What follows belongs to an exercise in optimizing a design on an open flow for small area, a short achievable clock period and few clock cycles; a production flow would make more cautious choices. In this exercise RTL edits were held to simulation tests only and were not proved equivalent to the original. Power figures rest on the tool's default switching activity, not on a simulated workload.

[design/flow/run.sh]
#!/bin/bash
# synth_recipe.tcl (not shown) runs the flow's synth.tcl, then flattens the netlist and writes it again
# the make line also repeats each setting of config.mk as NAME=value (left out here)
make -C /OpenROAD-flow-scripts/flow DESIGN_CONFIG=/design/flow/config.mk WORK_HOME=/design/flow/orfs CLKGATE_MAP_FILE= SYNTH_SCRIPT=/design/flow/synth_recipe.tcl finish
[design/flow/config.mk]
export PLATFORM = sky130hd
export DESIGN_NAME = fortelion_engine
export DESIGN_NICKNAME = fortelion_engine
export VERILOG_FILES = /design/flow/design.v
export SDC_FILE = /design/flow/constraint.sdc
export NUM_CORES = 4
export LEC_CHECK = 0
export CAP_MARGIN = 20
export CORE_MARGIN = 2
export CORE_UTILIZATION = 45
export SETUP_SLACK_MARGIN = 5
export SLEW_MARGIN = 20
[design/flow/constraint.sdc]
create_clock -name core_clock -period 10.0 [get_ports {clk}]
set_input_delay 2.0000 -clock core_clock [delete_from_list [all_inputs] [get_ports {clk}]]
set_output_delay 2.0000 -clock core_clock [all_outputs]
set_load 0.01 [all_outputs]
[design/flow/design.v]
module fortelion_engine (
    input  wire         clk,
    input  wire         rst,
    input  wire         req_valid,
    input  wire [31:0]  req_word,
    input  wire         req_transport,
    output wire         req_ready,
    input  wire         s_valid,
    input  wire [1:0]   s_kind,
    input  wire [7:0]   s_data,
    output wire         s_ready,
    output reg          done,
    output reg  [7:0]   rstatus,
    output wire [7:0]   rrule,
    output wire [7:0]   rexp,
    output wire [7:0]   rrcv,
    output wire [7:0]   ract,
    output wire [15:0]  rvalid,
    output reg  [7:0]   rqty,
    output wire [15:0]  rneed,
    output wire [15:0]  ravail,
    output reg  [31:0]  rval,
    output wire [127:0] rvec,
    output wire [15:0]  rlen,
    output wire [255:0] rbytes,
    output wire [47:0]  rfault,
    output wire [39:0]  txb,
    output reg          txv
);
    localparam [3:0] C_CELLV = 4'd0, C_CURR = 4'd1, C_TEMP = 4'd2,
                     C_SOH = 4'd6, C_FS1 = 4'd7, C_FS2 = 4'd8,
                     C_MI = 4'd9, C_SU = 4'd10, C_NONE = 4'd15;
    localparam [4:0] S_IDLE = 5'd0, S_STRM = 5'd1, S_RW = 5'd2, S_RD1 = 5'd3,
                     S_CLR = 5'd4, S_WB = 5'd5, S_WR2 = 5'd6, S_WALK = 5'd7,
                     S_WE1 = 5'd8, S_CK1 = 5'd9, S_CK2 = 5'd10, S_X10 = 5'd11,
                     S_SUM = 5'd12, S_D1 = 5'd13, S_D2 = 5'd14, S_D3 = 5'd15,
                     S_DIV = 5'd16, S_WE2 = 5'd17, S_SUM0 = 5'd18;
    function [7:0] f_len(input [3:0] c);
        f_len = (c == 4'd0) ? 8'd16 :
                (c >= 4'd1 && c <= 4'd5) ? 8'd2 :
                (c >= 4'd6 && c <= 4'd8) ? 8'd1 :
                (c == 4'd9) ? 8'd32 :
                (c == 4'd10) ? 8'd24 : 8'd0;
    endfunction
    function [7:0] f_code(input [3:0] c);
        f_code = (c <= 4'd8) ? (8'h21 + {4'd0, c}) :
                 (c == 4'd9) ? 8'h30 : 8'h31;
    endfunction
    function [7:0] f_step(input [7:0] c);
        integer k;
        reg [7:0] x;
        begin
            x = c;
            for (k = 0; k < 8; k = k + 1)
                x = x[7] ? ((x << 1) ^ 8'h07) : (x << 1);
            f_step = x;
        end
    endfunction
    function [15:0] f_mask(input [3:0] q);
        f_mask = (q == 4'd0) ? 16'h0201 :
                 (q >= 4'd1 && q <= 4'd5) ? (16'h0600 | (16'h0001 << q)) :
                 (q == 4'd6 || q == 4'd7 || q == 4'd9) ? 16'h0600 :
                 (q == 4'd8) ? 16'h0640 :
                 (q == 4'd10) ? 16'h0680 :
                 (q == 4'd11) ? 16'h0700 : 16'h0400;
    endfunction
    reg [7:0]  fbn [0:37];       
    reg        fbz;              
    reg [3:0]  exp_cmd;          
    reg [7:0]  crc;              
    reg        rdy, srdy;
    reg [4:0]  seq;
    reg [5:0]  cnt;              
    reg [8:0]  idx;              
    reg [7:0]  wd;               
    reg [5:0]  wa;               
    reg        wv;               
    reg        cv;               
    reg        chk;              
    reg        k_rx, k_ok, k_ill, k_wr;
    reg [3:0]  kq;               
    reg        wclr;             
    reg [4:0]  txc;              
    reg [7:0]  txk;              
    reg        vs_bad;
    reg [2:0]  vs_rule;
    reg [7:0]  vs_exp, vs_rcv;
    reg        f_build, f_pay, f_inval, f_range, f_noapp;
    reg [31:0] pen;              
    reg [5:0]  ra;               
    reg        rdv;              
    reg        wdv;              
    reg        wmode;            
    reg        en_vn;            
    reg        e_fs1, e_fs2, e_mi, e_su;    
    assign req_ready = rdy;
    assign s_ready   = srdy;
    wire [7:0] fb [0:37];
    genvar gi;
    generate
        for (gi = 0; gi < 38; gi = gi + 1) begin : g_fb
            assign fb[gi] = ~fbn[gi];
        end
    endgenerate
    wire       noframe  = (exp_cmd == C_NONE);
    wire [7:0] cur_len  = f_len(exp_cmd);
    wire [5:0] flen     = noframe ? 6'd0 : (cur_len[5:0] + 6'd6);
    wire [5:0] l4       = cur_len[5:0] + 6'd4;
    wire [7:0] cur_code = f_code(exp_cmd);
    wire [16:0] rr   = {idx[7:0], rval[31:23]};
    wire        rneg = idx[8];
    wire       k_abs    = (kq == 4'd6);
    wire is_fs1 = (exp_cmd == C_FS1), is_fs2 = (exp_cmd == C_FS2);
    wire is_mi  = (exp_cmd == C_MI),  is_su  = (exp_cmd == C_SU);
    wire       fr1_ok = is_fs1 | is_mi | is_su;
    wire       fr2_ok = is_fs2 | is_mi | is_su;
    wire       fr3_ok = is_su;
    wire [7:0] fr1 = is_mi ? fb[31] : is_su ? fb[22] : fb[4];
    wire [7:0] fr2 = is_mi ? fb[32] : is_su ? fb[23] : fb[4];
    wire [7:0] fr3 = fb[24];
    reg [47:0] fault_all;
    integer k;
    always @(*) begin
        for (k = 0; k < 8; k = k + 1) begin
            fault_all[2*k +: 2]      = !fr1_ok ? 2'd0 : (fr1[k] ? 2'd2 : 2'd1);
            fault_all[16 + 2*k +: 2] = !fr2_ok ? 2'd0 : (fr2[k] ? 2'd2 : 2'd1);
            fault_all[32 + 2*k +: 2] = !fr3_ok ? 2'd0 : (fr3[k] ? 2'd2 : 2'd1);
        end
    end
    wire [7:0] w_op  = req_word[7:0];
    wire [3:0] w_cmd = req_word[11:8];
    wire [4:0] w_fid = req_word[12:8];
    wire [3:0] w_q   = req_word[3:0];
    reg w_known, w_mbz;
    always @(*) begin
        w_known = 1'b1;
        w_mbz   = 1'b0;
        case (w_op)
            8'h01, 8'h13, 8'h14, 8'h15,
            8'h20, 8'h21, 8'h22, 8'h23, 8'h24, 8'h25, 8'h26,
            8'h27, 8'h28, 8'h29, 8'h2A, 8'h2B, 8'h2C, 8'h32:
                w_mbz = |req_word[31:8];
            8'h02, 8'h03, 8'h10: w_mbz = |req_word[31:12];
            8'h11: w_mbz = |req_word[23:17];
            8'h12: w_mbz = |req_word[31:17];
            8'h31: w_mbz = |req_word[31:13];
            8'h30: w_mbz = (|req_word[15:13]) | (|req_word[31:24]);
            default: w_known = 1'b0;
        endcase
    end
    wire w_ill_op  = !w_known || w_mbz || (w_op == 8'h13 && !req_transport);
    wire w_ill_opd = ((w_op == 8'h02 || w_op == 8'h03 || w_op == 8'h10) && w_cmd >= 4'd11) ||
                     ((w_op == 8'h30 || w_op == 8'h31) && w_fid >= 5'd24);
    wire w_stream  = (w_op == 8'h01) || (w_op == 8'h13);
    wire [12:0] qh;
    genvar gq;
    generate
        for (gq = 0; gq < 13; gq = gq + 1) begin : g_q
            assign qh[gq] = (w_q == gq);
        end
    endgenerate
    wire is_own = !is_mi && !is_su;        
    wire [7:0] g_lo =
        ({8{(qh[1] | qh[2] | qh[3] | qh[4] | qh[5]) & is_own | qh[1] & is_su | qh[9] & is_mi}} & fb[5]) |
        ({8{(qh[8] | qh[10] | qh[11]) & is_own}} & fb[4]) |
        ({8{qh[1] & is_mi | qh[9] & is_su}} & fb[21]) |
        ({8{qh[2] & is_mi | qh[11] & is_su}} & fb[23]) |
        ({8{(qh[3] | qh[6] | qh[7]) & is_mi}} & fb[25]) |
        ({8{qh[4] & is_mi}} & fb[27]) |
        ({8{qh[5] & is_mi}} & fb[29]) |
        ({8{qh[2] & is_su}} & fb[9]) |
        ({8{qh[3] & is_su}} & fb[11]) |
        ({8{qh[4] & is_su}} & fb[13]) |
        ({8{qh[5] & is_su}} & fb[15]) |
        ({8{qh[6] & is_su}} & fb[16]) |
        ({8{qh[7] & is_su}} & fb[17]) |
        ({8{qh[8] & is_mi}} & fb[30]) |
        ({8{qh[8] & is_su}} & fb[18]) |
        ({8{qh[10] & is_mi}} & fb[31]) |
        ({8{qh[10] & is_su}} & fb[22]) |
        ({8{qh[11] & is_mi}} & fb[32]) |
        ({8{qh[12]}} & fb[24]);
    wire [7:0] g_hi =
        ({8{(qh[1] | qh[2] | qh[3] | qh[4] | qh[5]) & is_own | qh[1] & is_su | qh[9] & is_mi}} & fb[4]) |
        ({8{qh[1] & is_mi | qh[9] & is_su}} & fb[20]) |
        ({8{qh[2] & is_mi}} & fb[22]) |
        ({8{(qh[3] | qh[6] | qh[7]) & is_mi}} & fb[24]) |
        ({8{qh[4] & is_mi}} & fb[26]) |
        ({8{qh[5] & is_mi}} & fb[28]) |
        ({8{qh[2] & is_su}} & fb[8]) |
        ({8{qh[3] & is_su}} & fb[10]) |
        ({8{qh[4] & is_su}} & fb[12]) |
        ({8{qh[5] & is_su}} & fb[14]);
    wire        g_sx = (qh[1] | qh[2]) & g_hi[7];
    wire [31:0] gval = {{16{g_sx}}, g_hi, g_lo};
    wire [4:0]  gseq = (qh[1] & (is_mi | is_su) | (qh[3] | qh[4] | qh[5]) & is_su) ? S_X10 :
                       ((qh[6] | qh[7]) & is_mi) ? S_D1 :
                       (qh[9] & is_mi) ? S_SUM0 : S_IDLE;
    wire        gdiv0 = is_mi && (qh[6] ? ({fb[26], fb[27]} == 16'd0) :
                                  qh[7] ? ({fb[28], fb[29]} == 16'd0) : 1'b0);
    wire [15:0] w_mask   = f_mask(w_q);
    wire        w_source = w_mask[exp_cmd];
    wire [7:0] w_code = f_code(w_cmd);
    wire [7:0] w_bck  = f_step(f_step(f_step(f_step(8'h05) ^ 8'h01) ^ w_code) ^ 8'h00);
    wire [7:0] pb [0:31];
    reg  [7:0] rd;
    integer r;
    always @(*) begin
        case (ra)
            6'd0: rd = fb[0];
            6'd1: rd = fb[1];
            6'd2: rd = fb[2];
            6'd3: rd = fb[3];
            6'd36: rd = fb[36];
            6'd37: rd = fb[37];
            default: rd = 8'd0;
        endcase
        for (r = 0; r < 32; r = r + 1)
            rd = rd | pb[r];
    end
    wire rdi = ((seq == S_RW) && !k_wr && idx < {3'd0, flen}) || (seq == S_WALK) ||
               ((seq == S_SUM) && cnt <= 6'd19);
    reg [7:0] ck_exp;
    reg       ck_at;
    reg [2:0] ck_rule;
    always @(*) begin
        ck_at = 1'b1;
        case (wa)
            6'd0: begin ck_exp = 8'h02;    ck_rule = 3'd1; end
            6'd1: begin ck_exp = 8'h01;    ck_rule = 3'd2; end
            6'd2: begin ck_exp = cur_code; ck_rule = 3'd3; end
            6'd3: begin ck_exp = cur_len;  ck_rule = 3'd4; end
            default: begin
                ck_exp = crc; ck_rule = 3'd5;
                ck_at  = (wa == l4);
            end
        endcase
    end
    wire ck_new  = chk && (wa == 6'd0);      
    wire ck_fail = chk && ck_at && (ck_new || !vs_bad) && (wd != ck_exp);
    wire        a_x10 = (seq == S_X10) || (seq == S_D1) || (seq == S_D2);
    wire        a_div = (seq == S_DIV);
    wire [15:0] mi_des  = {fb[26], fb[27]};
    wire [15:0] mi_full = {fb[28], fb[29]};
    wire [15:0] dvsr    = k_abs ? mi_des : mi_full;
    wire [22:0] add_a = a_x10 ? {rval[19:0], 3'b000} :
                        a_div ? {{5{rr[16]}}, rr, rval[22]} : rval[22:0];
    wire [22:0] add_b = a_x10 ? {rval[21:0], 1'b0} :
                        a_div ? (rneg ? {7'd0, dvsr} : ~{7'd0, dvsr}) :
                        (seq == S_SUM) ? (wa[0] ? {15'd0, wd} : {7'd0, wd, 8'd0}) :
                        (k_abs ? {8'd0, mi_des[15:1]} : 23'd0);
    wire [23:0] add_w = {add_a, 1'b1} + {add_b, a_div && !rneg};
    wire [22:0] add_s = add_w[23:1];
    wire rx_success = (s_kind != 2'd3) &&
                      ((s_kind == 2'd1) ? (cnt == flen - 6'd1) : (cnt == flen));
    integer b;
    always @(posedge clk) begin
        for (b = 0; b < 38; b = b + 1)
            if (wv && wa == b)
                fbn[b] <= wclr ? 8'hFF : ~wd;
    end
    always @(posedge clk) begin
        if (rst) begin
            rdy     <= 1'b1;
            srdy    <= 1'b0;
            seq     <= S_IDLE;
            done    <= 1'b0;
            exp_cmd <= C_NONE;
            txv     <= 1'b0;
            wv      <= 1'b0;
            cv      <= 1'b0;
            chk     <= 1'b0;
            rstatus <= 8'hFF;
            rqty    <= 8'd0;
            rval    <= 32'd0;
            f_build <= 1'b0; f_pay <= 1'b0; f_inval <= 1'b0; f_range <= 1'b0; f_noapp <= 1'b0;
            pen <= 32'hFFFFFFFF; en_vn <= 1'b1;
            rdv <= 1'b0; wdv <= 1'b0; wmode <= 1'b0;
            e_fs1 <= 1'b0; e_fs2 <= 1'b0; e_mi <= 1'b0; e_su <= 1'b0;
        end else begin
            done <= 1'b0;
            wv   <= 1'b0;
            wclr <= 1'b0;
            cv   <= 1'b0;
            chk  <= 1'b0;
            if (cv)
                crc <= f_step(crc ^ wd);
            rdv <= rdi;
            wdv <= rdv;
            if (rdi) ra <= cnt;
            if (seq != S_IDLE) begin
                for (r = 0; r < 32; r = r + 1)
                    pen[r] <= !(rdi && cnt == r + 4);
            end
            if (rdv) begin
                wd  <= rd;
                wa  <= ra;
                chk <= wmode;
                cv  <= wmode && (ra < l4);
            end
            if (ck_fail) begin
                vs_bad  <= 1'b1;
                vs_rule <= ck_rule;
                vs_exp  <= ck_exp;
                vs_rcv  <= wd;
            end else if (ck_new) begin
                vs_bad  <= 1'b0;
            end
            case (seq)
            S_IDLE: if (req_valid) begin
                rstatus <= 8'd0;
                rqty    <= 8'd0;
                rval    <= 32'd0;
                f_build <= 1'b0; f_pay <= 1'b0; f_inval <= 1'b0; f_range <= 1'b0; f_noapp <= 1'b0;
                pen <= 32'hFFFFFFFF; en_vn <= 1'b1;
                e_fs1 <= 1'b0; e_fs2 <= 1'b0; e_mi <= 1'b0; e_su <= 1'b0;
                done    <= 1'b1;
                k_ill   <= w_ill_op;
                idx     <= req_word[16:8];
                cnt     <= req_word[13:8];
                wd      <= req_word[31:24];
                k_rx    <= (w_op == 8'h13);
                k_wr    <= (w_op == 8'h11);
                kq      <= w_q;
                if (w_stream) begin
                    done <= 1'b0;
                    rdy  <= 1'b0;
                    srdy <= 1'b1;
                    seq  <= S_STRM;
                    k_ok <= !w_ill_op && !(w_op == 8'h13 && noframe);
                    if (!w_ill_op && !(w_op == 8'h13 && noframe))
                        crc <= 8'd0;
                end else if (w_ill_op) begin
                    rstatus <= 8'h0E;
                end else if (w_ill_opd) begin
                    rstatus <= 8'h0F;
                end else begin
                    case (w_op)
                    8'h02: rval <= {16'd0, f_len(w_cmd), w_code};
                    8'h03: begin
                        txc     <= w_code[4:0];
                        txk     <= w_bck;
                        txv     <= 1'b1;
                        f_build <= 1'b1;
                    end
                    8'h10: begin
                        exp_cmd <= w_cmd;
                        fbz     <= 1'b1;
                        vs_bad  <= 1'b1;
                        vs_rule <= 3'd1; vs_exp <= 8'h02; vs_rcv <= 8'h00;
                    end
                    8'h11, 8'h12: begin
                        if (noframe) rstatus <= 8'h05;
                        else begin
                            done <= 1'b0;
                            rdy  <= 1'b0;
                            seq  <= S_RW;
                        end
                    end
                    8'h14: begin
                        if (noframe) rstatus <= 8'h05;
                        else if (vs_bad) begin
                            rstatus <= 8'h01;
                            f_inval <= 1'b1;
                        end
                    end
                    8'h15: begin
                        if (noframe) rstatus <= 8'h05;
                        else begin
                            f_pay <= 1'b1;
                            for (r = 0; r < 32; r = r + 1)
                                pen[r] <= fbz || (cur_len <= r);
                        end
                    end
                    8'h30: rval <= {30'd0, req_word[16 + w_fid[2:0]] ? 2'd2 : 2'd1};
                    8'h31, 8'h32: begin
                        if (noframe) rstatus <= 8'h05;
                        else if (vs_bad) begin
                            rstatus <= 8'h01;
                            f_inval <= 1'b1;
                        end else if (w_op == 8'h31) begin
                            rval <= {30'd0, fault_all[2*w_fid +: 2]};
                        end else begin
                            e_fs1 <= is_fs1; e_fs2 <= is_fs2; e_mi <= is_mi; e_su <= is_su;
                        end
                    end
                    default: begin     
                        if (noframe) rstatus <= 8'h05;
                        else if (vs_bad) begin
                            rstatus <= 8'h01;
                            f_inval <= 1'b1;
                        end else if (!w_source) begin
                            rstatus <= 8'h02;
                            f_noapp <= 1'b1;
                        end else if (gdiv0) begin
                            rstatus <= 8'h04;
                            rqty    <= (w_q == 4'd6) ? 8'd6 : 8'd7;
                        end else if (w_q == 4'd0) begin
                            en_vn <= 1'b0;
                        end else begin
                            rval <= gval;
                            if (gseq != S_IDLE) begin
                                done <= 1'b0;
                                rdy  <= 1'b0;
                                seq  <= gseq;
                            end
                        end
                    end
                    endcase
                end
            end
            S_STRM: if (s_valid) begin
                if (!s_kind[1]) begin
                    wd  <= s_data;
                    wa  <= cnt;
                    wv  <= k_ok && k_rx;
                    chk <= k_ok && k_rx;
                    cv  <= k_ok && (!k_rx || cnt < l4);
                    if (cnt != 6'd63) cnt <= cnt + 6'd1;
                end
                if (s_kind != 2'd0) begin
                    srdy <= 1'b0;
                    if (k_rx) begin
                        done <= 1'b1;
                        rdy  <= 1'b1;
                        seq  <= S_IDLE;
                        if (k_ill) rstatus <= 8'h0E;
                        else if (noframe) rstatus <= 8'h05;
                        else if (rx_success) fbz <= 1'b0;
                        else begin
                            rstatus <= 8'h12;
                            fbz     <= 1'b1;
                            chk     <= 1'b0;
                            vs_bad  <= 1'b1;
                            vs_rule <= 3'd1; vs_exp <= 8'h02; vs_rcv <= 8'h00;
                        end
                    end else begin
                        seq <= S_CK1;
                    end
                end
            end
            S_CK1: seq <= S_CK2;
            S_CK2: begin
                if (k_ill) rstatus <= 8'h0E;
                else rval <= {24'd0, crc};
                if (!k_ill && !noframe && !fbz) begin
                    crc   <= 8'd0;
                    cnt   <= 6'd0;
                    wmode <= 1'b1;
                    seq   <= S_WALK;
                end else begin
                    done <= 1'b1;
                    rdy  <= 1'b1;
                    seq  <= S_IDLE;
                end
            end
            S_RW: begin
                if (idx >= {3'd0, flen}) begin
                    rstatus <= 8'h06;
                    f_range <= 1'b1;
                    done <= 1'b1; rdy <= 1'b1; seq <= S_IDLE;
                end else if (!k_wr) begin
                    seq <= S_RD1;
                end else if (fbz) begin
                    cnt <= 6'd0;
                    seq <= S_CLR;
                end else begin
                    seq <= S_WB;
                end
            end
            S_RD1: begin
                rval <= fbz ? 32'd0 : {24'd0, rd};
                done <= 1'b1; rdy <= 1'b1; seq <= S_IDLE;
            end
            S_CLR: begin
                wa   <= cnt;
                wv   <= 1'b1;
                wclr <= 1'b1;
                cnt <= cnt + 6'd1;
                if (cnt == 6'd37) begin
                    fbz <= 1'b0;
                    seq <= S_WB;
                end
            end
            S_WB: begin
                wa  <= idx[5:0];
                wv  <= 1'b1;
                seq <= S_WR2;
            end
            S_WR2: begin
                crc     <= 8'd0;
                cnt     <= 6'd0;
                wmode   <= 1'b1;
                seq     <= S_WALK;
            end
            S_WALK: begin
                cnt <= cnt + 6'd1;
                if (cnt == l4)
                    seq <= S_WE1;
            end
            S_WE1: seq <= S_WE2;
            S_WE2: begin
                wmode <= 1'b0;
                done <= 1'b1; rdy <= 1'b1; seq <= S_IDLE;
            end
            S_X10: begin
                rval <= {{9{add_s[22]}}, add_s};
                done <= 1'b1; rdy <= 1'b1; seq <= S_IDLE;
            end
            S_SUM0: begin
                cnt <= 6'd6;
                seq <= S_SUM;
            end
            S_SUM: begin
                cnt <= cnt + 6'd1;
                if (wdv)
                    rval <= {9'd0, add_s};
                if (wdv && wa == 6'd19) begin
                    done <= 1'b1; rdy <= 1'b1; seq <= S_IDLE;
                end
            end
            S_D1: begin
                rval <= {9'd0, add_s};
                seq  <= S_D2;
            end
            S_D2: begin
                rval <= {9'd0, add_s};
                seq  <= S_D3;
            end
            S_D3: begin
                rval <= {9'd0, add_s};
                idx  <= 9'd0;
                cnt  <= 6'd0;
                seq  <= S_DIV;
            end
            S_DIV: begin
                idx  <= {add_s[16], add_s[16:9]};
                rval <= {add_s[8:0], rval[21:0], !add_s[16]};
                cnt  <= cnt + 6'd1;
                if (cnt == 6'd22) begin
                    rval[31:23] <= 9'd0;
                    done <= 1'b1; rdy <= 1'b1; seq <= S_IDLE;
                end
            end
            default: seq <= S_IDLE;
            endcase
        end
    end
    genvar gj;
    generate
        for (gj = 0; gj < 32; gj = gj + 1) begin : g_pay
            assign pb[gj] = ~(fbn[4 + gj] | {8{pen[gj]}});
            if (gj == 0)
                assign rbytes[8*gj +: 8] = pb[gj] | (f_build ? 8'h05 : 8'h00);
            else if (gj == 1)
                assign rbytes[8*gj +: 8] = pb[gj] | (f_build ? 8'h01 : 8'h00);
            else if (gj == 2)
                assign rbytes[8*gj +: 8] = pb[gj] | (f_build ? {3'b001, txc} : 8'h00);
            else if (gj == 4)
                assign rbytes[8*gj +: 8] = pb[gj] | (f_build ? txk : 8'h00);
            else
                assign rbytes[8*gj +: 8] = pb[gj];
        end
        for (gj = 0; gj < 8; gj = gj + 1) begin : g_vec
            assign rvec[16*gj +: 16] = ~({fbn[4 + 2*gj], fbn[5 + 2*gj]} | {16{en_vn}});
        end
        for (gj = 0; gj < 8; gj = gj + 1) begin : g_flt
            wire b1 = (e_fs1 & fb[4][gj]) | (e_mi & fb[31][gj]) | (e_su & fb[22][gj]);
            wire n1 = (e_fs1 & fbn[4][gj]) | (e_mi & fbn[31][gj]) | (e_su & fbn[22][gj]);
            wire b2 = (e_fs2 & fb[4][gj]) | (e_mi & fb[32][gj]) | (e_su & fb[23][gj]);
            wire n2 = (e_fs2 & fbn[4][gj]) | (e_mi & fbn[32][gj]) | (e_su & fbn[23][gj]);
            wire b3 = e_su & fb[24][gj];
            wire n3 = e_su & fbn[24][gj];
            assign rfault[2*gj +: 2]      = {b1, n1};
            assign rfault[16 + 2*gj +: 2] = {b2, n2};
            assign rfault[32 + 2*gj +: 2] = {b3, n3};
        end
    endgenerate
    assign txb = {txk, 8'h00, 3'b001, txc, 8'h01, 8'h05};
    assign rrule  = f_inval ? {5'd0, vs_rule} : 8'd0;
    assign rexp   = f_inval ? vs_exp : 8'd0;
    assign rrcv   = f_inval ? vs_rcv : 8'd0;
    assign ract   = f_noapp ? {4'd0, exp_cmd} : 8'd0;
    assign rvalid = f_noapp ? f_mask(kq) : 16'd0;
    assign rneed  = f_range ? {7'd0, idx} : 16'd0;
    assign ravail = f_range ? {10'd0, flen} : 16'd0;
    assign rlen   = f_build ? 16'd5 : f_pay ? {8'd0, cur_len} : 16'd0;
endmodule
==> flow_summary.yaml, run 1 <==
place:
  hpwl_mm: 134
  place_inst: 4601
  io_buffers: 593
  place_congestion: 1.10
global_route:
  grt_pass1_wl_mm: 240
  first_global_vias: 30745
  antenna_found_initial: 5
  overflow: 0
  grt_max_degree: 109
  grt_util_all_layers_pct: 48.3
logic_synthesis:
  ys_seq_elements: 491
  yosysSeqAreaShare_pct: 45.0
  synth_adder_area_share_pct: 2.32
  synth_compound_gate_area_share_pct: 18.4
  synth-xor-area-share_pct: 2.53
  ys_top_cells_by_count: "nor2_1, edfxtp_1, nand2_1"
  yosys_warnings: 2
  synth_top_cell_by_area: "edfxtp_1"
  ys.flop_type: "edfxtp_1"
  synthSimpleGateAreaFrac_pct: 21.4
  synth.area.top_cells: "edfxtp_1, nor2_1, dfxtp_1"
  synth_edf_count: 390
  synth_top_family_by_area: "simple AND/OR/NAND/NOR gates"
  syn-cell-area_sq_um: 30500
  synth_most_common_cell: "nor2_1"
  ys_types: 101
  syn-instance-count: 3354
  synth.area.mux_share_pct: 3.21
  synth_top_cell_area_share_pct: 38.4
  postSynthAreaPerCell_sq_um: 9.10
  synth-async-reset-ratio_pct: 0
hold_path:
  hold_start: "rstatus[0]"
  hp-class: "register to register"
cts:
  root_buffer: "clkbuf_16"
  htreeDepth: 2
  clock_sinks: 491
  tritoncts: "yes"
  numCtsBuffers: 54
  clockBufferDepth: 3
  clk_pin_slew_ps: 60
  insertion_delay_ps: 670
sta:
  fin_tns_setup_ps: 0
  clock.fmax_mhz: 198
  rsz0062_at_grt: "true"
  min_period_ps: 5040
  fin_crit_sh_pct: 50.4
  hold_violations: 0
  finClkSkew_ps: 75.9
  setup_viol: 0
  worstMarginPinSlew_ps: 1230
  slew_violations: 0
  slew_headroom_pct: 17.4
pwr:
  internal-power_w: 0.00367
  leakagePower_nw: 13.5
  swShare_pct: 26.8
  power-per-cell-area_nw_per_um2: 128
  switching_power_w: 0.00134
  pwr-share-comb_pct: 10.6
  pwr-share-seq_pct: 45.7
  clockPowerShare_pct: 43.7
  ir_drop_mv: 0.137
die:
  dieArea_sq_um: 69900
  core-area_sq_um: 67200
  rows: 95
  chipHeight_um: 264
  top_level_ports: 667
  start_util_pct: 45.4
  fp.dieW_um: 264
cells_and_area:
  area_growth_pct: 27.9
  final_layout_size_suffix_gt1_share_pct: 8.73
  fin_cells: 4726
  final_nets: 3906
  utilization_pct: 58.1
worst_setup_path:
  cp.arrival_ps: 5490
  r2r_start: "exp_cmd[0]"
  crit_type: "primary input to register"
  path_max_fanout: 41
  crit_required_ps: 10440
  crit_start: "req_word[3]"
  startpoint_type: "primary input"
  worstSetupEndpointType: "register"
route:
  wl_met2_mm: 74.3
  drc: 0
  drtIter0Drc: 6113
  highest_layer: "met5"
  detail_route.wl_per_cell_um: 37.2
  num_vias: 33308
  routedLengthMet1_mm: 60.6
  via_per_inst: 7.05
  ant_nets: 0
  first_pass_iters: 9
  met3_length_mm: 24.1
  drt-total-wl_mm: 176
flow_run:
  drv_cap: 0
status:
  status: "timing/DRC/antenna clean"
[registers in the layout, indices dropped and copies added, names as in the netlist, 5 cells and up]
name     flops
cnt          6
crc          8
fbn        304
idx          9
pen         32
ra           6
rstatus      6
rval        32
seq          5
txc          5
txk          8
vs_exp       8
vs_rcv       8
wa           6
wd           8
[layout make-up]
cell class                 instances  area (sq um)
inverter                          71           275
fill                            5790         28100
sequential                       491         13800
antenna                            4          10.0
tap                              873          1090
clock inverter                    35           399
timing repair buffer             690          6700
multi-input combinational       2495         15300
clock buffer                      67          1540
[path summary, 6_finish.rpt]
check	to	slack (ps)	depth (start not counted)
setup / recovery	rval[6]	4960	10
hold / removal	rstatus[0]	480	1
setup reg to reg	pen[25]	5080	12
hold reg to reg	rstatus[0]	480	1
[cell families after synthesis]
family,count (synthesis)
compound gates,829
simple gates,1371
other cells,2
flops,491
buf+inv,440
mux,77
xor+xnor,88
fa+ha+maj,56
[critical path, stage by stage]
cell,delay (ps)
clkdlybuf4s50_1,470
buf_6,310
nand4bb_1,510
o22ai_1,200
nor3_1,330
nor2_1,130
nor4_1,310
o221ai_1,240
o31ai_1,790
a21oi_1,130
[power groups by stage]
stage	logic, W	clock network (W)	registers, W
finish	0.000530	0.00219	0.00229
global route	0.000543	0.00225	0.00229
CTS	0.000501	0.00218	0.00229
detailed placement	0.000496	0	0.00233
global placement	0.000491	0	0.00233
floorplan	0.000293	0	0.00230
[what timing repair did]
item | in CTS | in global routing
setup buffers | 10 | 5
endpoints found under the setup margin | 97 | 72
hold buffers | 0 | 0
cloned | 1 | 0
pin swaps | 1 | 2
gates resized for setup | 42 | 39
[stage by stage]
stage / hold WS (ps) / power [W] / area (sq um) / setup slack [ps]
final: 481 / 0.00502 / 39000 / 4960
after CTS: 486 / 0.00497 / 38700 / 4940
after global routing: 519 / 0.00508 / 39000 / 4930
after global placement: 468 / 0.00282 / 36500 / 4040
after floorplan: 440 / 0.00259 / 30800 / 5400
after detailed placement: 472 / 0.00283 / 36600 / 4000
[routing by layer]
layer,up-vias,global-route usage (%)
li1,13178,-
met1,16097,59.9
met2,3289,70.8
met3,738,14.2
met4,6,37.1
met5,-,0
[cells in the final DEF, fill, tap and decap left out, types with 49 or more instances in the layout]
cell             count
nand3_1             49
xnor2_1             63
and2_1              59
nor2_1             617
clkdlybuf4s50_1    591
nor4_1              81
nor3_1              69
dfxtp_1             93
a31oi_1             66
inv_1               64
edfxtp_1           390
clkbuf_16           58
buf_4               89
o21ai_0            153
mux2i_1             52
o22ai_1            126
ha_1                52
conb_1              73
a21oi_1            122
nand2_1            219
Testbench counts, summed over its fixed seeds: cycles 18,504.
==> run 2, diff against run 1 <==
==> design/flow/flow/run.sh (new file) <==
#!/bin/bash
# Own layout flow: the standard synthesis, then the standard layout
# with two changes to how it is made:
#   * the port buffers are sky130_fd_sc_hd__buf_1 cells (the standard flow
#     picks a delay cell); there is still one buffer on every input and
#     output port, and the repair steps resize them like any other cell;
#   * the timing repair steps aim for a larger setup slack.
# The clock period, the constraints and every other step are the standard
# ones. Each tool's output goes to a log file of its own in this folder.
set -euo pipefail
bash standard.sh synth > synth.log 2>&1
bash standard.sh \
    "BUFFER_PORTS_ARGS=-buffer_cell sky130_fd_sc_hd__buf_1" \
    "SETUP_SLACK_MARGIN=5.5" \
    finish > layout.log 2>&1
==> design/flow/standard.sh (new file) <==
#!/bin/bash
# synth_recipe.tcl (not shown) runs the flow's synth.tcl, then flattens the netlist and writes it again
# the make line also repeats each setting of config.mk as NAME=value (left out here)
make -C /OpenROAD-flow-scripts/flow DESIGN_CONFIG=/design/flow/config.mk WORK_HOME=/design/flow/orfs CLKGATE_MAP_FILE= SYNTH_SCRIPT=/design/flow/synth_recipe.tcl "${@:-finish}"
--- a/design/flow/config.mk
+++ b/design/flow/config.mk
@@ -8,5 +8,4 @@
 export CAP_MARGIN = 20
 export CORE_MARGIN = 2
 export CORE_UTILIZATION = 45
-export SETUP_SLACK_MARGIN = 5
 export SLEW_MARGIN = 20
removed: design/flow/run.sh
==> flow_summary.yaml, run 2 <==
cells_and_area:
  area_growth_pct: 16.5
  multiInputGateArea_sq_um: 15400
  num-fill-cells: 6525
  largest_register: "fbn"
  largest_reg_flops: 304
  final_nets: 3933
  final_area_sq_um: 35600
  final_layout_size_suffix_gt1_share_pct: 9.71
  final_common_cell: "nor2_1"
  mostFrequentLayoutCells: "nor2_1, buf_1, edfxtp_1"
  seq_area_sq_um: 13800
  reg_top3: "fbn: 304 flops, pen: 32 flops, rval: 32 flops"
status:
  status: "timing/DRC/antenna clean"
global_route:
  overflow: 0
  antenna_found_initial: 6
  grt_max_degree: 70
  grt_pass1_wl_mm: 231
  grt_util_all_layers_pct: 46.9
  first_global_vias: 29100
sta:
  worst_slack_ps: 5210
  slew_headroom_pct: 12.1
  slew_violations: 0
  worstMarginPinSlew_ps: 1310
  rsz0062_at_grt: "true"
  fin_tns_setup_ps: 0
  fin_crit_sh_pct: 47.9
  setup_viol: 0
  hold_violations: 0
  finClkSkew_ps: 46.3
  clock.fmax_mhz: 209
  min_period_ps: 4790
die:
  chipHeight_um: 264
  dieArea_sq_um: 69900
  rows: 95
  top_level_ports: 667
  core-area_sq_um: 67200
  fp.dieW_um: 264
  start_util_pct: 45.4
cts:
  clock_sinks: 491
  tritoncts: "yes"
  holdBufCountCts: 0
  clockBufferDepth: 3
  root_buffer: "clkbuf_16"
  htreeDepth: 2
  numCtsBuffers: 54
  insertion_delay_ps: 660
  clk_pin_slew_ps: 60
logic_synthesis:
  syn-instance-count: 3354
  ys.flop_type: "edfxtp_1"
  synth_most_common_cell: "nor2_1"
  postSynthAreaPerCell_sq_um: 9.10
  ys_types: 101
  yosys_warnings: 2
  synth.area.top_cells: "edfxtp_1, nor2_1, dfxtp_1"
  syn-cell-area_sq_um: 30500
  yosysSeqAreaShare_pct: 45.0
  synth_top_cell_by_area: "edfxtp_1"
  synth_top_cell_area_share_pct: 38.4
  ys_top_cells_by_count: "nor2_1, edfxtp_1, nand2_1"
  synth-async-reset-ratio_pct: 0
  ys_seq_elements: 491
  synth_edf_count: 390
place:
  place_congestion: 1.05
  dp_slack_ps: 4130
  io_buffers: 593
  dpl_cell_area_sq_um: 32900
  hpwl_mm: 130
worst_setup_path:
  startpoint_type: "register"
  crit_chain: "nor2_1 -> nor4_1 -> nand4_1 -> nor3_1 -> nand2_1 -> a221oi_1 -> a21oi_1"
  crit_type: "register to register"
  cp.arrival_ps: 5290
  path_max_fanout: 9
  critical-path-max-stage-delay_ps: 1190
  worstSetupEndpointType: "register"
  crit_required_ps: 10500
  crit_slowest_cell: "nor3_1"
route:
  first_pass_iters: 9
  drc: 0
  drt-total-wl_mm: 171
  via_per_inst: 6.86
  num_vias: 32591
  drtIter0Drc: 5108
  detail_route.wl_per_cell_um: 36.1
  ant_nets: 0
pwr:
  power-per-cell-area_nw_per_um2: 136
  ir_drop_mv: 0.121
  leakagePower_nw: 12.2
flow_run:
  drv_cap: 0
hold_path:
  hp-class: "register to register"
==> run 2: through the flow <==
step	power [W]	cells	utilization, %	hold WS (ps)
after CTS	0.00481	4716	52.2	464
after detailed placement	0.00279	4599	48.9	456
after floorplan	0.00259	3425	-	440
after global placement	0.00279	4599	48.9	445
after global routing	0.00493	4747	53.0	482
final	0.00484	4749	53.0	464
==> run 2: critical path: cells and delay by family (launching register included) <==
| kind | cells | cell delay (ps) |
|---|---|---|
| and+or+nand+nor | 5 | 3370 |
| DFF | 1 | 780 |
| AOI/OAI and AO/OA | 2 | 490 |
==> run 2: area by class of cell <==
class                      count  area share, %
tap                          873           3.07
sequential                   491           38.7
clock buffer                  69           4.01
antenna                        2         0.0141
multi-input combinational   2495           43.4
timing repair buffer         717           9.09
inverter                      71          0.774
clock inverter                31          0.960
==> run 2: where the power goes <==
group	switching, W	leakage, nW	total, W	internal, W
clock network	0.000908	0.862	0.00206	0.00115
registers	0.0000565	4.34	0.00229	0.00223
logic	0.000354	7.02	0.000493	0.000140
==> run 2: kinds of logic (layout without fill, tap and decap cells) <==
logic type                 Yosys count  count (layout)  synth area share (%)
AOI/OAI and AO/OA                  829             829                  18.4
xor gates and xnor gates            88              88                  2.53
adders and majority gates           56              56                  2.32
buffers and inverters              440             888                  7.13
DFF                                491             491                  45.0
muxes                               77              77                  3.21
other                                2              75                0.0246
and+or+nand+nor                   1371            1372                  21.4
==> run 2: path summary, 6_finish.rpt <==
path              slack, ps    start  depth (start not counted)       to
setup reg to reg       5210  pen[24]                          7  rval[4]
hold reg to reg         460  rqty[0]                          2  rqty[0]
setup / recovery       5210  pen[24]                          7  rval[4]
hold / removal          460  rqty[0]                          2  rqty[0]
==> run 2: repair_timing <==
item / in CTS / in global routing
gates resized for setup: 73 / 55
setup endpoints to repair: 158 / 112
pin swaps: 4 / 11
gates cloned: 1 / 0
buffers inserted: 16 / 30
==> run 2: layer usage <==
metal / track usage [%] / vias to the layer above / share of wire (%)
met2: 68.5 / 2838 / 42
met5: 0 / - / 0.014
met1: 60.2 / 15869 / 36
met4: 34.4 / 4 / 9.2
li1: - / 13243 / -
met3: 12.0 / 637 / 13
==> run 3, diff against run 2 <==
--- a/design/flow/design.v
+++ b/design/flow/design.v
@@ -85,7 +85,7 @@
     reg        vs_bad;
     reg [2:0]  vs_rule;
     reg [7:0]  vs_exp, vs_rcv;
-    reg        f_build, f_pay, f_inval, f_range, f_noapp;
+    reg        f_build, f_pay, f_inval, f_invz, f_range, f_noapp;
     reg [31:0] pen;              
     reg [5:0]  ra;               
     reg        rdv;              
@@ -104,8 +104,21 @@
     endgenerate
     wire       noframe  = (exp_cmd == C_NONE);
     wire [7:0] cur_len  = f_len(exp_cmd);
-    wire [5:0] flen     = noframe ? 6'd0 : (cur_len[5:0] + 6'd6);
-    wire [5:0] l4       = cur_len[5:0] + 6'd4;
+    wire [5:0] flen     = (exp_cmd == 4'd0) ? 6'd22 :
+                          (exp_cmd >= 4'd1 && exp_cmd <= 4'd5) ? 6'd8 :
+                          (exp_cmd >= 4'd6 && exp_cmd <= 4'd8) ? 6'd7 :
+                          (exp_cmd == 4'd9) ? 6'd38 :
+                          (exp_cmd == 4'd10) ? 6'd30 : 6'd0;
+    wire [5:0] flen_m1  = (exp_cmd == 4'd0) ? 6'd21 :
+                          (exp_cmd >= 4'd1 && exp_cmd <= 4'd5) ? 6'd7 :
+                          (exp_cmd >= 4'd6 && exp_cmd <= 4'd8) ? 6'd6 :
+                          (exp_cmd == 4'd9) ? 6'd37 :
+                          (exp_cmd == 4'd10) ? 6'd29 : 6'd63;
+    wire [5:0] l4       = (exp_cmd == 4'd0) ? 6'd20 :
+                          (exp_cmd >= 4'd1 && exp_cmd <= 4'd5) ? 6'd6 :
+                          (exp_cmd >= 4'd6 && exp_cmd <= 4'd8) ? 6'd5 :
+                          (exp_cmd == 4'd9) ? 6'd36 :
+                          (exp_cmd == 4'd10) ? 6'd28 : 6'd4;
     wire [7:0] cur_code = f_code(exp_cmd);
     wire [16:0] rr   = {idx[7:0], rval[31:23]};
     wire        rneg = idx[8];
@@ -252,7 +265,7 @@
     wire [23:0] add_w = {add_a, 1'b1} + {add_b, a_div && !rneg};
     wire [22:0] add_s = add_w[23:1];
     wire rx_success = (s_kind != 2'd3) &&
-                      ((s_kind == 2'd1) ? (cnt == flen - 6'd1) : (cnt == flen));
+                      ((s_kind == 2'd1) ? (cnt == flen_m1) : (cnt == flen));
     integer b;
     always @(posedge clk) begin
         for (b = 0; b < 38; b = b + 1)
@@ -273,7 +286,7 @@
             rstatus <= 8'hFF;
             rqty    <= 8'd0;
             rval    <= 32'd0;
-            f_build <= 1'b0; f_pay <= 1'b0; f_inval <= 1'b0; f_range <= 1'b0; f_noapp <= 1'b0;
+            f_build <= 1'b0; f_pay <= 1'b0; f_inval <= 1'b0; f_invz <= 1'b0; f_range <= 1'b0; f_noapp <= 1'b0;
             pen <= 32'hFFFFFFFF; en_vn <= 1'b1;
             rdv <= 1'b0; wdv <= 1'b0; wmode <= 1'b0;
             e_fs1 <= 1'b0; e_fs2 <= 1'b0; e_mi <= 1'b0; e_su <= 1'b0;
@@ -284,7 +297,7 @@
             cv   <= 1'b0;
             chk  <= 1'b0;
             if (cv)
-                crc <= f_step(crc ^ wd);
+                crc <= f_step((wa == 6'd0 ? 8'd0 : crc) ^ wd);    
             rdv <= rdi;
             wdv <= rdv;
             if (rdi) ra <= cnt;
@@ -311,7 +324,7 @@
                 rstatus <= 8'd0;
                 rqty    <= 8'd0;
                 rval    <= 32'd0;
-                f_build <= 1'b0; f_pay <= 1'b0; f_inval <= 1'b0; f_range <= 1'b0; f_noapp <= 1'b0;
+                f_build <= 1'b0; f_pay <= 1'b0; f_inval <= 1'b0; f_invz <= 1'b0; f_range <= 1'b0; f_noapp <= 1'b0;
                 pen <= 32'hFFFFFFFF; en_vn <= 1'b1;
                 e_fs1 <= 1'b0; e_fs2 <= 1'b0; e_mi <= 1'b0; e_su <= 1'b0;
                 done    <= 1'b1;
@@ -328,8 +341,6 @@
                     srdy <= 1'b1;
                     seq  <= S_STRM;
                     k_ok <= !w_ill_op && !(w_op == 8'h13 && noframe);
-                    if (!w_ill_op && !(w_op == 8'h13 && noframe))
-                        crc <= 8'd0;
                 end else if (w_ill_op) begin
                     rstatus <= 8'h0E;
                 end else if (w_ill_opd) begin
@@ -346,8 +357,6 @@
                     8'h10: begin
                         exp_cmd <= w_cmd;
                         fbz     <= 1'b1;
-                        vs_bad  <= 1'b1;
-                        vs_rule <= 3'd1; vs_exp <= 8'h02; vs_rcv <= 8'h00;
                     end
                     8'h11, 8'h12: begin
                         if (noframe) rstatus <= 8'h05;
@@ -359,9 +368,10 @@
                     end
                     8'h14: begin
                         if (noframe) rstatus <= 8'h05;
-                        else if (vs_bad) begin
+                        else if (vs_bad || fbz) begin
                             rstatus <= 8'h01;
-                            f_inval <= 1'b1;
+                            f_inval <= !fbz;
+                            f_invz  <= fbz;
                         end
                     end
                     8'h15: begin
@@ -375,9 +385,10 @@
                     8'h30: rval <= {30'd0, req_word[16 + w_fid[2:0]] ? 2'd2 : 2'd1};
                     8'h31, 8'h32: begin
                         if (noframe) rstatus <= 8'h05;
-                        else if (vs_bad) begin
+                        else if (vs_bad || fbz) begin
                             rstatus <= 8'h01;
-                            f_inval <= 1'b1;
+                            f_inval <= !fbz;
+                            f_invz  <= fbz;
                         end else if (w_op == 8'h31) begin
                             rval <= {30'd0, fault_all[2*w_fid +: 2]};
                         end else begin
@@ -386,9 +397,10 @@
                     end
                     default: begin     
                         if (noframe) rstatus <= 8'h05;
-                        else if (vs_bad) begin
+                        else if (vs_bad || fbz) begin
                             rstatus <= 8'h01;
-                            f_inval <= 1'b1;
+                            f_inval <= !fbz;
+                            f_invz  <= fbz;
                         end else if (!w_source) begin
                             rstatus <= 8'h02;
                             f_noapp <= 1'b1;
@@ -430,9 +442,6 @@
                         else begin
                             rstatus <= 8'h12;
                             fbz     <= 1'b1;
-                            chk     <= 1'b0;
-                            vs_bad  <= 1'b1;
-                            vs_rule <= 3'd1; vs_exp <= 8'h02; vs_rcv <= 8'h00;
                         end
                     end else begin
                         seq <= S_CK1;
@@ -442,9 +451,8 @@
             S_CK1: seq <= S_CK2;
             S_CK2: begin
                 if (k_ill) rstatus <= 8'h0E;
-                else rval <= {24'd0, crc};
+                else if (cnt != 6'd0) rval <= {24'd0, crc};
                 if (!k_ill && !noframe && !fbz) begin
-                    crc   <= 8'd0;
                     cnt   <= 6'd0;
                     wmode <= 1'b1;
                     seq   <= S_WALK;
@@ -488,7 +496,6 @@
                 seq <= S_WR2;
             end
             S_WR2: begin
-                crc     <= 8'd0;
                 cnt     <= 6'd0;
                 wmode   <= 1'b1;
                 seq     <= S_WALK;
@@ -577,8 +584,8 @@
         end
     endgenerate
     assign txb = {txk, 8'h00, 3'b001, txc, 8'h01, 8'h05};
-    assign rrule  = f_inval ? {5'd0, vs_rule} : 8'd0;
-    assign rexp   = f_inval ? vs_exp : 8'd0;
+    assign rrule  = (f_inval ? {5'd0, vs_rule} : 8'd0) | {7'd0, f_invz};
+    assign rexp   = (f_inval ? vs_exp : 8'd0) | {6'd0, f_invz, 1'b0};
     assign rrcv   = f_inval ? vs_rcv : 8'd0;
     assign ract   = f_noapp ? {4'd0, exp_cmd} : 8'd0;
     assign rvalid = f_noapp ? f_mask(kq) : 16'd0;
==> flow_summary.yaml, run 3 <==
sta:
  fin_crit_sh_pct: 46.6
  hold_violations: 0
  finClkSkew_ps: 66.3
  rsz0062_at_grt: "true"
  setup_viol: 0
  fin_tns_setup_ps: 0
  min_period_ps: 4660
  hold_ws_ps: 454
  worstMarginPinSlew_ps: 1260
  slew_headroom_pct: 15.4
  clock.fmax_mhz: 215
  slew_violations: 0
worst_setup_path:
  critical-path-max-stage-delay_ps: 1010
  crit_buf_inv: 0
  crit_required_ps: 10390
  worstSetupEndpointType: "register"
  crit_slowest_cell: "nor4_2"
  path_max_fanout: 9
  crit_type: "register to register"
  cp.arrival_ps: 5040
  path_delay_family: "simple AND/OR/NAND/NOR gates"
  crit_chain: "nor2_1 -> nor4_2 -> nand4_1 -> nor4_1 -> a311oi_1 -> a221o_1"
  startpoint_type: "register"
route:
  drt-total-wl_mm: 176
  num_vias: 32470
  drtIter0Drc: 5757
  ant_nets: 0
  first_pass_iters: 10
  drc: 0
  via_per_inst: 6.94
  detail_route.wl_per_cell_um: 37.5
cts:
  clk_pin_slew_ps: 70
  clock_sinks: 492
  clockBufferDepth: 3
  htreeDepth: 2
  numCtsBuffers: 55
  root_buffer: "clkbuf_16"
  tritoncts: "yes"
  insertion_delay_ps: 660
logic_synthesis:
  synth_top_cell_area_share_pct: 38.9
  syn-cell-area_sq_um: 30100
  synth_top_cell_by_area: "edfxtp_1"
  synth-async-reset-ratio_pct: 0
  synth_most_common_cell: "nor2_1"
  synth.area.top_cells: "edfxtp_1, nor2_1, dfxtp_1"
  ys.flop_type: "edfxtp_1"
  postSynthAreaPerCell_sq_um: 9.24
  yosysSeqAreaShare_pct: 45.6
  syn-instance-count: 3261
  synth_edf_count: 390
  ys_seq_elements: 492
  yosys_warnings: 2
  ys_top_cells_by_count: "nor2_1, edfxtp_1, clkbuf_1"
  ys_types: 97
global_route:
  grt_util_all_layers_pct: 48.5
  antenna_found_initial: 15
  overflow: 0
  first_global_vias: 28815
  grt_pass1_wl_mm: 236
  grt_max_degree: 70
cells_and_area:
  reg_top3: "fbn: 304 flops, pen: 32 flops, rval: 32 flops"
  largest_register: "fbn"
  final_common_cell: "nor2_1"
  mostFrequentLayoutCells: "nor2_1, buf_1, edfxtp_1"
  largest_reg_flops: 304
  final_nets: 3864
  area_growth_pct: 19.2
  final_area_sq_um: 35900
  final_layout_size_suffix_gt1_share_pct: 10.8
place:
  dpl_cell_area_sq_um: 32700
  io_buffers: 593
  hpwl_mm: 134
  place_congestion: 1.03
pwr:
  pwr-share-comb_pct: 10.6
  clockPowerShare_pct: 44.1
  swShare_pct: 27.6
  power-per-cell-area_nw_per_um2: 142
  switching_power_w: 0.00141
  ir_drop_mv: 0.175
  pwr-share-seq_pct: 45.3
  internal-power_w: 0.00370
  leakagePower_nw: 12.6
die:
  start_util_pct: 45.7
  rows: 94
  chipHeight_um: 263
  core-area_sq_um: 66000
  dieArea_sq_um: 69100
  fp.dieW_um: 263
  top_level_ports: 667
flow_run:
  drv_cap: 0
status:
  status: "timing/DRC/antenna clean"
hold_path:
  hp-class: "register to register"
-- run 3: cell count changes after synthesis, sizes merged, moves of 23 or more --
| cell | delta |
|---|---|
| o21ai | -58 |
| o22ai | -55 |
| o221ai | +33 |
| a211oi | +27 |
| nor2 | +24 |
| nor2b | +24 |
| nand2 | -23 |
-- run 3: metrics by stage --
stage	power, W	cells	utilization (%)	setup WS (ps)
global route	0.00518	4676	54.4	5360
finish	0.00511	4682	54.5	5340
CTS	0.00506	4658	53.8	5300
floorplan	0.00262	3332	-	5360
global placement	0.00285	4511	49.5	4270
detailed placement	0.00285	4512	49.5	4200
-- run 3: cells by family after synthesis --
| kind of cell | synth area share, % |
|---|---|
| compound gates | 17.8 |
| xor+xnor | 2.73 |
| fa+ha+maj | 2.14 |
| buf+inv | 6.93 |
| flops | 45.6 |
| mux | 2.80 |
| other cells | 0.0249 |
| simple gates | 21.9 |
-- run 3: what timing repair did --
item | in CTS | in global routing
pin swaps | 22 | 37
endpoints found under the hold margin | 0 | 0
gates cloned | 2 | 1
hold buffers | 0 | 0
setup endpoints to repair | 194 | 112
resized for setup | 107 | 66
setup buffers | 41 | 15
-- run 3: metal layers --
metal	vias up	global-route usage (%)	share of wire [%]
met5	-	0	0.022
met1	15769	62.7	36
met3	686	14.3	14
met4	8	33.8	8.7
li1	12961	-	-
met2	3046	69.8	41
-- run 3: final timing paths --
check	from	to	slack, ps	cells past startpoint
worst min register to register	txv	txv	450	1
worst max-delay path	pen[21]	wd[0]	5340	6
worst max register to register	pen[21]	wd[0]	5340	6
worst min-delay path	txv	txv	450	1
-- run 3: final cells by class --
class	count	area, sq um
fill	6285	30000
multi-input combinational	2413	15300
sequential	492	13800
timing repair buffer	732	3530
clock buffer	63	1470
tap	864	1080
clock inverter	40	515
inverter	71	283
antenna	6	15.0
timing repair inverter	1	5.00
-- run 3: power groups by stage --
stage | Sequential (W) | Clock (W) | Combinational, W
global placement | 0.00235 | 0 | 0.000494
detailed placement | 0.00235 | 0 | 0.000497
floorplan | 0.00231 | 0 | 0.000312
CTS | 0.00231 | 0.00224 | 0.000510
global route | 0.00231 | 0.00232 | 0.000552
finish | 0.00231 | 0.00226 | 0.000542
Testbench counts of run 3, summed over its fixed seeds: cycles 18,504.
==> run 4, diff against run 3 <==
--- a/design/flow/config.mk
+++ b/design/flow/config.mk
@@ -7,5 +7,6 @@
 export LEC_CHECK = 0
 export CAP_MARGIN = 20
 export CORE_MARGIN = 2
-export CORE_UTILIZATION = 45
+export CORE_UTILIZATION = 50
+export CTS_BUF_LIST = sky130_fd_sc_hd__clkbuf_4 sky130_fd_sc_hd__clkbuf_8
 export SLEW_MARGIN = 20
==> flow_summary.yaml, run 4 <==
worst_setup_path:
  path_max_fanout: 5
  cp.arrival_ps: 5210
  reg2regPathDepth: 7
  worstSetupEndpointType: "register"
  startpoint_type: "register"
  crit_required_ps: 10530
  crit_type: "register to register"
logic_synthesis:
  syn-instance-count: 3261
  synth-async-reset-ratio_pct: 0
  ys_seq_elements: 492
  yosys_warnings: 2
  synth_most_common_cell: "nor2_1"
  syn-cell-area_sq_um: 30100
  postSynthAreaPerCell_sq_um: 9.24
  synth_top_cell_area_share_pct: 38.9
  synth_edf_count: 390
  yosysSeqAreaShare_pct: 45.6
  ys_types: 97
  ys_top_cells_by_count: "nor2_1, edfxtp_1, clkbuf_1"
  synth_top_cell_by_area: "edfxtp_1"
  ys.flop_type: "edfxtp_1"
  synth.area.top_cells: "edfxtp_1, nor2_1, dfxtp_1"
sta:
  min_period_ps: 4680
  fin_tns_setup_ps: 0
  hold_ws_ps: 464
  fin_crit_sh_pct: 46.8
  worstMarginPinSlew_ps: 1230
  finClkSkew_ps: 58.1
  hold_violations: 0
  clock.fmax_mhz: 213
  setup_viol: 0
  slew_headroom_pct: 17.7
  slew_violations: 0
  rsz0062_at_grt: "true"
cells_and_area:
  largest_reg_flops: 304
  multiInputGateArea_sq_um: 15200
  seq_area_sq_um: 13800
  num-fill-cells: 5291
  final_common_cell: "nor2_1"
  area_growth_pct: 17.2
  mostFrequentLayoutCells: "nor2_1, buf_1, edfxtp_1"
  reg_top3: "fbn: 304 flops, pen: 32 flops, rval: 32 flops"
  largest_register: "fbn"
  final_nets: 3878
  utilization_pct: 59.5
  final_layout_size_suffix_gt1_share_pct: 11.3
  fin_cells: 4630
route:
  first_pass_iters: 13
  highest_layer: "met5"
  drtIter0Drc: 6262
  num_vias: 33478
  wl_met2_mm: 69.0
  ant_nets: 0
  drt-total-wl_mm: 172
  routedLengthMet1_mm: 56.1
  detail_route.wl_per_cell_um: 37.1
  drc: 0
  via_per_inst: 7.23
  met3_length_mm: 28.8
pwr:
  leakagePower_nw: 12.4
  ir_drop_mv: 0.150
  swShare_pct: 28.7
  switching_power_w: 0.00135
  pwr-share-comb_pct: 11.6
  pwr-share-seq_pct: 49.1
  internal-power_w: 0.00335
  p_total_w: 0.00470
  clockPowerShare_pct: 39.3
  power-per-cell-area_nw_per_um2: 133
cts:
  clock_sinks: 492
  clockBufferDepth: 3
  numCtsBuffers: 82
  insertion_delay_ps: 740
  htreeDepth: 3
  clk_pin_slew_ps: 60
  tritoncts: "yes"
  root_buffer: "clkbuf_8"
  holdBufCountCts: 0
global_route:
  overflow: 0
  first_global_vias: 30211
  grt_max_degree: 92
  grt_util_all_layers_pct: 52.9
  antenna_found_initial: 16
  grt_pass1_wl_mm: 232
place:
  place_inst: 4416
  place_congestion: 1.13
  io_buffers: 593
  hpwl_mm: 130
die:
  top_level_ports: 667
  fp.dieW_um: 250
  chipHeight_um: 250
  dieArea_sq_um: 62300
  core-area_sq_um: 59400
  start_util_pct: 50.8
  rows: 89
hold_path:
  hp-class: "register to register"
  whs_path_depth: 2
status:
  status: "timing/DRC/antenna clean"
flow_run:
  drv_cap: 0
==> run 4: cell counts after synthesis <==
Identical to the previous run, type by type.
==> run 4: per-stage QoR <==
step	instance area, sq um	setup slack [ps]
floorplan	30500	5360
global placement	32500	4150
detailed placement	32500	4000
CTS	34700	5430
global route	35300	5400
finish	35300	5320
==> run 4: kinds of logic after synthesis <==
logic type / synth area share, %
multiplexers: 2.80
XOR/XNOR: 2.73
buffers and inverters: 6.93
flip-flops: 45.6
adder cells (fa/ha/maj): 2.14
other: 0.0249
AO/OA/AOI/OAI: 17.8
AND/OR/NAND/NOR: 21.9
==> run 4: power groups by stage <==
stage	combinational, W	clock [W]	sequential, W
CTS	0.000498	0.00184	0.00230
floorplan	0.000312	0	0.00231
finish	0.000545	0.00185	0.00231
global placement	0.000485	0	0.00234
detailed placement	0.000490	0	0.00234
global route	0.000554	0.00192	0.00230
==> run 4: final cells by class <==
cell class | instances | area share, %
clock inverter | 40 | 0.889
clock buffer | 108 | 3.77
timing repair buffer | 721 | 9.54
antenna | 13 | 0.0921
tap | 773 | 2.74
multi-input combinational | 2412 | 43.2
inverter | 71 | 0.786
sequential | 492 | 39.0
==> run 4: final timing paths <==
kind,from,endpoint,slack (ps)
setup / recovery,fbn[27][1],rval[1],5320
hold / removal,rqty[0],rqty[0],460
setup reg to reg,fbn[27][1],rval[1],5320
hold reg to reg,rqty[0],rqty[0],460
==> run 4: layer usage <==
layer / GRT usage [%] / up-vias
met5: 2.32 / -
met4: 41.2 / 16
met3: 22.6 / 1014
met2: 74.2 / 3705
met1: 63.6 / 15741
li1: - / 13002
==> run 4: critical path: stages, from the launching register on <==
cell	delay [ps]
edfxtp_1	690
nor2_1	320
nor4_1	1010
nand4_1	960
or4_1	800
nor3_1	330
nand2b_1	230
a41oi_1	140
==> run 4: timing repair <==
action                                  CTS  global route
pin swaps                                12            24
endpoints found under the setup margin  192           104
buffers inserted                         17            34
hold endpoints to repair                  0             0
cloned                                    1             1
gates resized for setup                  87            76
==> run 5, diff against run 4 <==
--- a/design/flow/design.v
+++ b/design/flow/design.v
@@ -34,7 +34,7 @@
                      S_CLR = 5'd4, S_WB = 5'd5, S_WR2 = 5'd6, S_WALK = 5'd7,
                      S_WE1 = 5'd8, S_CK1 = 5'd9, S_CK2 = 5'd10, S_X10 = 5'd11,
                      S_SUM = 5'd12, S_D1 = 5'd13, S_D2 = 5'd14, S_D3 = 5'd15,
-                     S_DIV = 5'd16, S_WE2 = 5'd17, S_SUM0 = 5'd18;
+                     S_DIV = 5'd16, S_WE2 = 5'd17, S_SUM0 = 5'd18, S_RD2 = 5'd19;
     function [7:0] f_len(input [3:0] c);
         f_len = (c == 4'd0) ? 8'd16 :
                 (c >= 4'd1 && c <= 4'd5) ? 8'd2 :
@@ -43,7 +43,9 @@
                 (c == 4'd10) ? 8'd24 : 8'd0;
     endfunction
     function [7:0] f_code(input [3:0] c);
-        f_code = (c <= 4'd8) ? (8'h21 + {4'd0, c}) :
+        f_code = (c == 4'd0) ? 8'h21 : (c == 4'd1) ? 8'h22 : (c == 4'd2) ? 8'h23 :
+                 (c == 4'd3) ? 8'h24 : (c == 4'd4) ? 8'h25 : (c == 4'd5) ? 8'h26 :
+                 (c == 4'd6) ? 8'h27 : (c == 4'd7) ? 8'h28 : (c == 4'd8) ? 8'h29 :
                  (c == 4'd9) ? 8'h30 : 8'h31;
     endfunction
     function [7:0] f_step(input [7:0] c);
@@ -476,8 +478,9 @@
                     seq <= S_WB;
                 end
             end
-            S_RD1: begin
-                rval <= fbz ? 32'd0 : {24'd0, rd};
+            S_RD1: seq <= S_RD2;            
+            S_RD2: begin
+                rval <= fbz ? 32'd0 : {24'd0, wd};
                 done <= 1'b1; rdy <= 1'b1; seq <= S_IDLE;
             end
             S_CLR: begin
--- a/design/flow/config.mk
+++ b/design/flow/config.mk
@@ -7,6 +7,7 @@
 export LEC_CHECK = 0
 export CAP_MARGIN = 20
 export CORE_MARGIN = 2
-export CORE_UTILIZATION = 50
+export CORE_UTILIZATION = 55
 export CTS_BUF_LIST = sky130_fd_sc_hd__clkbuf_4 sky130_fd_sc_hd__clkbuf_8
+export PLACE_DENSITY = 0.85
 export SLEW_MARGIN = 20
==> flow_summary.yaml, run 5 <==
status:
  status: "timing/DRC/antenna clean"
logic_synthesis:
  synth_top_cell_area_share_pct: 39.4
  yosysSeqAreaShare_pct: 46.3
  synth_most_common_cell: "nor2_1"
  syn-cell-area_sq_um: 29700
  ys_top_cells_by_count: "nor2_1, edfxtp_1, nand2_1"
  synthSimpleGateAreaFrac_pct: 20.9
  synth.area.top_cells: "edfxtp_1, nor2_1, dfxtp_1"
  postSynthAreaPerCell_sq_um: 9.20
  synth-async-reset-ratio_pct: 0
  synth_adder_area_share_pct: 1.83
  ys.flop_type: "edfxtp_1"
  synth.area.mux_share_pct: 2.41
  ys_seq_elements: 492
  synth-xor-area-share_pct: 2.98
  synth_top_family_by_area: "simple AND/OR/NAND/NOR gates"
  synth_compound_gate_area_share_pct: 18.4
  ys_types: 104
  synth_top_cell_by_area: "edfxtp_1"
  syn-instance-count: 3229
  synth_edf_count: 390
  yosys_warnings: 2
route:
  highest_layer: "met5"
  detail_route.wl_per_cell_um: 37.9
  drtIter0Drc: 6879
  drt-total-wl_mm: 170
  drc: 0
  routedLengthMet1_mm: 53.9
  wl_met2_mm: 66.6
  ant_nets: 0
  via_per_inst: 7.36
  met3_length_mm: 29.2
  first_pass_iters: 17
  num_vias: 32958
place:
  place_congestion: 1.12
  io_buffers: 593
  hpwl_mm: 129
pwr:
  clockPowerShare_pct: 41.8
  ir_drop_mv: 0.137
  switching_power_w: 0.00131
  swShare_pct: 27.8
  leakagePower_nw: 11.8
  power-per-cell-area_nw_per_um2: 139
  pwr-share-comb_pct: 9.4
  internal-power_w: 0.00341
  pwr-share-seq_pct: 48.8
global_route:
  first_global_vias: 29012
  grt_pass1_wl_mm: 228
  grt_max_degree: 75
  antenna_found_initial: 21
  overflow: 0
  grt_util_all_layers_pct: 58.6
hold_path:
  hp-class: "register to register"
  hold_start: "rqty[0]"
cts:
  root_buffer: "clkbuf_8"
  htreeDepth: 3
  tritoncts: "yes"
  clock_sinks: 492
  clk_pin_slew_ps: 70
  insertion_delay_ps: 730
  numCtsBuffers: 83
  clockBufferDepth: 3
sta:
  hold_violations: 0
  worstMarginPinSlew_ps: 1330
  slew_headroom_pct: 10.2
  min_period_ps: 4680
  slew_violations: 0
  rsz0062_at_grt: "true"
  fin_crit_sh_pct: 46.8
  finClkSkew_ps: 38.2
  fin_tns_setup_ps: 0
  setup_viol: 0
  clock.fmax_mhz: 214
cells_and_area:
  area_growth_pct: 14.3
  mostFrequentLayoutCells: "nor2_1, buf_1, edfxtp_1"
  utilization_pct: 63.3
  num-fill-cells: 4643
  final_common_cell: "nor2_1"
  final_layout_size_suffix_gt1_share_pct: 8.74
  reg_top3: "fbn: 304 flops, pen: 32 flops, rval: 32 flops"
  seq_area_sq_um: 13800
  largest_reg_flops: 304
  final_nets: 3787
  largest_register: "fbn"
  multiInputGateArea_sq_um: 14400
worst_setup_path:
  worstSetupEndpointType: "register"
  startpoint_type: "register"
  crit_required_ps: 10430
  crit_start: "pen[5]"
  crit_type: "register to register"
  cp.arrival_ps: 5110
  path_max_fanout: 9
  r2r_start: "pen[5]"
die:
  fp.dieW_um: 236
  core-area_sq_um: 53600
  rows: 85
  top_level_ports: 667
  start_util_pct: 55.4
  chipHeight_um: 236
  dieArea_sq_um: 55900
flow_run:
  drv_cap: 0
[run 5: cell types whose count changed after synthesis, moves of 21 or more]
cell / change
a211oi_1: -30
clkbuf_1: -28
o22ai_1: +23
buf_2: +21
a21oi_1: +37
nor2b_1: -22
o21ai_0: +74
nor2_1: -26
[run 5: final cells by class]
| class | count | area share [%] |
|---|---|---|
| Antenna cell | 18 | 0.133 |
| Clock buffer | 110 | 4.00 |
| Clock inverter | 43 | 1.10 |
| Inverter | 68 | 0.785 |
| Multi-Input combinational cell | 2383 | 42.4 |
| Sequential cell | 492 | 40.6 |
| Tap cell | 696 | 2.57 |
| Timing Repair Buffer | 669 | 8.42 |
| Timing Repair inverter | 1 | 0.0221 |
[run 5: cells by family after synthesis]
| group | after synthesis |
|---|---|
| multiplexers | 55 |
| flip-flops | 492 |
| AND/OR/NAND/NOR | 1303 |
| XOR/XNOR | 101 |
| buffers and inverters | 425 |
| other | 2 |
| adder cells (fa/ha/maj) | 43 |
| AO/OA/AOI/OAI | 808 |
[run 5: worst paths after layout]
| kind | endpoint | slack (ps) | depth (start not counted) |
|---|---|---|---|
| worst max-delay path | wd[7] | 5320 | 6 |
| worst min register to register | rqty[0] | 460 | 2 |
| worst min-delay path | rqty[0] | 460 | 2 |
| worst max register to register | wd[7] | 5320 | 6 |
[run 5: layer usage]
metal,vias to the layer above,track usage [%]
met4,8,49.6
li1,12706,-
met5,-,1.30
met1,15334,69.0
met2,3825,81.5
met3,1085,25.8
[run 5: timing repair]
item,4_1_cts,5_1_grt
resized for setup,41,41
pin swaps,2,14
endpoints found under the setup margin,131,157
hold buffers,0,0
gates cloned,0,1
hold endpoints to repair,0,0
buffers inserted,5,15
[run 5: worst max-delay path, cell delays in order (launching register included)]
cell and delay (ps):
dfxtp_1 730, nor2_1 170, or4_1 540, nor4_1 1080, nand4_1 740, nor4_1 900
o21ai_0 210
[run 5: stage by stage]
stage | hold slack, ps | setup WS [ps] | power, W | std cells | cell area [sq um]
floorplan | 424 | 5510 | 0.00257 | 3300 | 30000
global placement | 435 | 4190 | 0.00273 | 4287 | 31700
detailed placement | 442 | 4120 | 0.00274 | 4287 | 31700
CTS | 457 | 5400 | 0.00464 | 4445 | 33600
global route | 477 | 5310 | 0.00477 | 4464 | 33900
finish | 456 | 5320 | 0.00472 | 4480 | 33900
[run 5: power groups by stage]
stage | logic [W] | registers, W | clock network [W]
after floorplan | 0.000277 | 0.00230 | 0
after global placement | 0.000395 | 0.00234 | 0
after detailed placement | 0.000402 | 0.00234 | 0
after CTS | 0.000408 | 0.00229 | 0.00194
after global routing | 0.000449 | 0.00230 | 0.00203
final | 0.000443 | 0.00230 | 0.00197
Testbench counts of run 5, summed over its fixed seeds: cycles 18,504.

## separate check: timing with driven ports
In the flow no input, the clock included, has a driving cell. The finished layouts below were timed again as built, in two steps.
Step 1 (the two cells are an assumption about what drives the block):
set clk [get_ports {clk}]
set_driving_cell -lib_cell sky130_fd_sc_hd__clkbuf_16 $clk
set_driving_cell -lib_cell sky130_fd_sc_hd__buf_2 [delete_from_list [all_inputs] $clk]
Step 2 times the ports against the registers' clock, not the clock port: input delays grow and output delays shrink by t, the midpoint of the rising clock arrivals with the driver on.
a / b / c = ideal / step 1 / step 2; a / b = the first two.
run	t, ns	slack for setup (ns)	worst setup path at the end	worst slew at a driven data input, ns
run 1	0.699	4.956 / 4.898 / 4.304	input to register	0.18
run 2	0.717	5.209 / 5.209 / 4.761	input to register	0.14
run 3	0.691	5.345 / 5.345 / 4.722	input to register	0.05
run 4	0.772	5.316 / 5.316 / 4.576	input to register	0.05
run 5	0.772	5.320 / 5.301 / 4.708	input to register	0.04
After both steps setup and hold are still met in every run listed. For run 4, which loses most, drivers alone change the setup slack by 0.000 ns; drivers and shift together by -0.740 ns.
